From an optimization exercise on the open Yosys and OpenROAD flow, aimed at a short achievable clock period and few clock cycles; shortcuts taken in it are not production practice.
At most, simulation tests tie the RTL to the original design; equivalence was not proved.
Power is estimated from default activity; no workload was simulated.

==> inputs of job 6224 <==
==> flow/design.v (excerpt) <==
module rdt3_frame_decoder (
    input  wire        clk,
    input  wire        rst,
    input  wire        in_valid,
    output wire        in_ready,
    input  wire [31:0] in_data,
    input  wire [2:0]  in_nbytes,    
    input  wire        in_last,
    output reg         out_valid,
    input  wire        out_ready,
    output reg  [31:0] out_seq,
    output reg  [31:0] out_ack,
    output reg         out_is_ack,
    output reg  [31:0] out_digest,
    output reg  [31:0] out_crc,
    output reg         out_corrupt,
    output reg         out_malformed,
    output reg  [15:0] out_len,
    output reg  [15:0] out_poff,
    output reg  [15:0] out_plen
);
make LEC_CHECK=0 ABC_CLOCK_PERIOD_IN_PS=1500 CAP_MARGIN=20 CORE_MARGIN=2 CORE_UTILIZATION=75 CTS_CLUSTER_DIAMETER=100 CTS_CLUSTER_SIZE=25 SETUP_SLACK_MARGIN=3.0 SLEW_MARGIN=20 finish   # period 5.0 ns
run.sh (not shown) runs the stock make flow with config.mk's settings and CLKGATE_MAP_FILE= SYNTH_SCRIPT=/design/flow/synth_recipe.tcl, a recipe that flattens the netlist after the stock synthesis.
==> job 6408 (differences from job 6224) <==
--- a/flow/design.v
+++ b/flow/design.v
@@ -17,11 +17,11 @@
     output reg         out_malformed,
     output reg  [15:0] out_len,
     output reg  [15:0] out_poff,
     output reg  [15:0] out_plen
 );
-    localparam integer SLOTS = 6;    
+    localparam integer SLOTS = 5;    
     localparam [31:0] CRC_INIT = 32'hFFFFFFFF;
         function [31:0] crc_loop;
         input [31:0] x;
         begin
             crc_loop[0] = x[31];
@@ -1514,41 +1514,41 @@
     endfunction
     integer j, f;
     reg        in_ready_r;
     assign in_ready = in_ready_r;
     wire       take = in_valid & in_ready_r & ~rst;
-    reg        v0, l0;
-    reg [31:0] d0;
-    reg [2:0]  n0;
-    always @(posedge clk) begin
-        v0 <= take;
-        l0 <= in_last;
-        d0 <= in_data;
-        n0 <= in_nbytes;
-    end
     reg        v1, l1;
     reg [31:0] d1;
     reg [2:0]  n1;
     reg [3:0]  lv1, pp1, dg1, mn1;
+    reg [15:0] pc1;           
+    reg [4:0]  pt1;           
     reg [3:0]  lv0, pp0, dg0, mn0;
     always @* begin
         for (j = 0; j < 4; j = j + 1) begin
-            lv0[j] = (n0 > j);
-            pp0[j] = lv0[j] & (d0[8*j +: 8] == 8'h7C);
-            dg0[j] = lv0[j] & (d0[8*j+4 +: 4] == 4'h3) & (d0[8*j +: 4] <= 4'd9);
-            mn0[j] = lv0[j] & (d0[8*j +: 8] == 8'h2D);
+            lv0[j] = (in_nbytes > j);
+            pp0[j] = lv0[j] & (in_data[8*j +: 8] == 8'h7C);
+            dg0[j] = lv0[j] & (in_data[8*j+4 +: 4] == 4'h3) & (in_data[8*j +: 4] <= 4'd9);
+            mn0[j] = lv0[j] & (in_data[8*j +: 8] == 8'h2D);
         end
     end
+    wire [3:0] pco3 = ones3(pp0[2:0]);
+    wire [4:0] pto  = ones4(pp0);
     always @(posedge clk) begin
-        v1  <= v0 & ~rst;
-        l1  <= l0;
-        d1  <= d0;
-        n1  <= n0;
+        v1  <= take;
+        l1  <= in_last;
+        d1  <= in_data;
+        n1  <= in_nbytes;
         lv1 <= lv0;
         pp1 <= pp0;
         dg1 <= dg0;
         mn1 <= mn0;
+        pc1[3:0]   <= 4'b0001;
+        pc1[7:4]   <= {2'b00, pp0[0], ~pp0[0]};
+        pc1[11:8]  <= {1'b0, pp0[0] & pp0[1], pp0[0] ^ pp0[1], ~pp0[0] & ~pp0[1]};
+        pc1[15:12] <= pco3;
+        pt1        <= pto;
     end
     reg [4:0]  npo;           
     reg        oe;            
     reg [8:0]  bc;            
     reg        v2, l2, st2, four2;
@@ -1556,26 +1556,36 @@
     reg [15:0] nib2;          
     reg [2:0]  n2;
     reg [8:0]  bc2;
     reg [15:0] isf2;          
     reg [3:0]  pay2, sep42, first2, dg2, mn2;
-    reg [19:0] pbo;           
+    reg [15:0] pbe;           
+    reg [3:0]  pb4;           
     reg [4:0]  npn;
     reg [15:0] isf1;
     reg [3:0]  pay1, sep41, first1;
+    integer a;
     always @* begin
-        pbo[4:0] = npo;
-        for (j = 1; j < 4; j = j + 1)
-            pbo[5*j +: 5] = pp1[j-1] ? {pbo[5*j-2] | pbo[5*j-1], pbo[5*j-3 -: 3], 1'b0}
-                                     : pbo[5*(j-1) +: 5];
-        npn = pp1[3] ? {pbo[18] | pbo[19], pbo[17:15], 1'b0} : pbo[19:15];
         for (j = 0; j < 4; j = j + 1) begin
+            for (f = 0; f < 4; f = f + 1) begin
+                pbe[4*j+f] = 1'b0;
+                for (a = 0; a <= f; a = a + 1)
+                    pbe[4*j+f] = pbe[4*j+f] | (npo[a] & pc1[4*j + f - a]);
+            end
+            pb4[j] = npo[4] | (npo[3] & ~pc1[4*j]) | (npo[2] & ~pc1[4*j] & ~pc1[4*j+1]) |
+                     (npo[1] & pc1[4*j+3]);
             for (f = 0; f < 4; f = f + 1)
-                isf1[4*j+f] = lv1[j] & ~pp1[j] & pbo[5*j+f];
-            pay1[j]  = lv1[j] & pbo[5*j+4];
-            sep41[j] = pp1[j] & pbo[5*j+3];
+                isf1[4*j+f] = lv1[j] & ~pp1[j] & pbe[4*j+f];
+            pay1[j]  = lv1[j] & pb4[j];
+            sep41[j] = pp1[j] & pbe[4*j+3];
+        end
+        for (f = 0; f < 4; f = f + 1) begin
+            npn[f] = 1'b0;
+            for (a = 0; a <= f; a = a + 1)
+                npn[f] = npn[f] | (npo[a] & pt1[f - a]);
         end
+        npn[4] = ~|npn[3:0];
         first1[0] = oe;
         first1[1] = pp1[0];
         first1[2] = pp1[1];
         first1[3] = pp1[2];
     end
@@ -1723,15 +1733,14 @@
         end
         if (v3)
             crc_s <= (st3 ? crc_loop(crc_s) : 32'd0) ^ z3;
     end
     wire cap   = v3 & l3;
-    reg  rv, pv, uv, xv, vv, hv;
+    reg  rv, pv, uv, vv, hv;
     wire adv_o = ~hv | out_ready;
     wire adv_v = ~vv | adv_o;
-    wire adv_x = ~xv | adv_v;
-    wire adv_u = ~uv | adv_x;
+    wire adv_u = ~uv | adv_v;
     wire adv_p = ~pv | adv_u;
     wire adv_r = ~rv | adv_p;
     reg        r_four;
     reg [39:0] r_bcd0, r_bcd1, r_bcd3;
     reg [3:0]  r_bcd2;
@@ -1854,46 +1863,27 @@
                 blocks[64 + b]        = s0[4];
                 blocks[72 + b]        = s1[4];
             end
         end
     endfunction
-    reg        x_mal, x_isack, x_neg0, x_neg1;
-    reg [63:0] x_seq, x_ack, x_dig;
-    reg [31:0] x_crc;
-    reg [10:0] x_len, x_poff, x_plen;
-    always @(posedge clk) begin
-        if (adv_x & uv) begin
-            x_mal   <= u_mal;
-            x_isack <= u_isack;
-            x_neg0  <= u_neg0;
-            x_neg1  <= u_neg1;
-            x_seq   <= csa32(u_seq);
-            x_ack   <= csa32(u_ack);
-            x_dig   <= csa32(u_dig);
-            x_crc   <= ~((u_q1 ? crc_m1(u_y) : u_y) ^ u_nb);
-            x_len   <= u_len;
-            x_poff  <= u_poff;
-            x_plen  <= u_plen;
-        end
-    end
     reg        v_mal, v_isack, v_neg0, v_neg1;
     reg [79:0] v_seq, v_ack, v_dig;
     reg [31:0] v_crc;
     reg [10:0] v_len, v_poff, v_plen;
     always @(posedge clk) begin
-        if (adv_v & xv) begin
-            v_mal   <= x_mal;
-            v_isack <= x_isack;
-            v_neg0  <= x_neg0;
-            v_neg1  <= x_neg1;
-            v_seq   <= blocks(x_seq);
-            v_ack   <= blocks(x_ack);
-            v_dig   <= blocks(x_dig);
-            v_crc   <= x_crc;
-            v_len   <= x_len;
-            v_poff  <= x_poff;
-            v_plen  <= x_plen;
+        if (adv_v & uv) begin
+            v_mal   <= u_mal;
+            v_isack <= u_isack;
+            v_neg0  <= u_neg0;
+            v_neg1  <= u_neg1;
+            v_seq   <= blocks(csa32(u_seq));
+            v_ack   <= blocks(csa32(u_ack));
+            v_dig   <= blocks(csa32(u_dig));
+            v_crc   <= ~((u_q1 ? crc_m1(u_y) : u_y) ^ u_nb);
+            v_len   <= u_len;
+            v_poff  <= u_poff;
+            v_plen  <= u_plen;
         end
     end
     function [7:0] bcarry;       
         input [15:0] co;         
         reg [7:0] g, p, g2, p2;
@@ -1967,11 +1957,10 @@
     always @(posedge clk) begin
         if (rst) begin
             rv         <= 1'b0;
             pv         <= 1'b0;
             uv         <= 1'b0;
-            xv         <= 1'b0;
             vv         <= 1'b0;
             hv         <= 1'b0;
             out_valid  <= 1'b0;
             occ        <= 3'd0;
             occ_lt1    <= 1'b1;
@@ -1979,12 +1968,11 @@
             in_ready_r <= 1'b1;
         end else begin
             if (adv_r) rv <= cap;
             if (adv_p) pv <= rv;
             if (adv_u) uv <= pv;
-            if (adv_x) xv <= uv;
-            if (adv_v) vv <= xv;
+            if (adv_v) vv <= uv;
             hv         <= adv_o ? vv : out_valid;
             out_valid  <= adv_o ? vv : hv;
             occ        <= occ_n;
             occ_lt1    <= (occ_n < SLOTS - 1);
             occ_lt0    <= (occ_n < SLOTS);
- CORE_UTILIZATION: 75 -> 60
==> notes <==
Critical path depth: job 6408 is lower than job 6224 (3). Of job 6408 and job 6224, job 6224 has the higher clock power (gap about 10%, measured against job 6224). Of job 6224 and job 6408, job 6224 has the higher global-route usage (gap 7.7 points). Between job 6224 and job 6408, the lower first-iteration DRC count is in job 6408 (gap about 70%, measured against job 6408). In job 6408 the final cell count is higher than in job 6224, by about 1.4%. In job 6224 the register-to-register slack is better than in job 6408, by 0.15 ns. In job 6408 the clock skew is lower than in job 6224, by 0.039 ns. In job 6224 the sequential share of layout area is higher than in job 6408, by 3.7 points. Job 6224 passed the timing, DRC and antenna checks. Job 6408 produced a clean layout.
Testbench counts of job 6224, summed over its fixed seeds: cycles 70,368.
The RTL of job 6408 was laid out without a check of its function.

[static timing again, ports no longer ideal]
No port has a modelled driver above. Below, the same layouts with a new extraction and two added sets of constraints.
Step 1 (the two cells are an assumption about what drives the block):
set clk [get_ports {clk}]
set_driving_cell -lib_cell sky130_fd_sc_hd__clkbuf_16 $clk
set_driving_cell -lib_cell sky130_fd_sc_hd__buf_2 [delete_from_list [all_inputs] $clk]
Step 2 also shifts input and output timing later by t, the mid clock arrival at the registers, as if the neighbouring blocks saw the same clock.
Three values: ideal ports, drivers, drivers and shift; two values: the first two.
run | shift t [ns] | slack for setup (ns) | worst setup path at the end | clock arrival spread, ns | worst data-port slew with drivers (ns)
job 6224 | 0.887 | 2.606 / 2.539 / 1.705 | input to register | 0.079 / 0.079 | 0.15
job 6408 | 0.873 | 2.461 / 2.461 / 1.912 | input to register | 0.038 / 0.038 | 0.25
After both steps every run listed still meets setup and hold. The setup slack of job 6224, which loses most, moves by -0.067 ns with the drivers and by -0.901 ns with both steps.
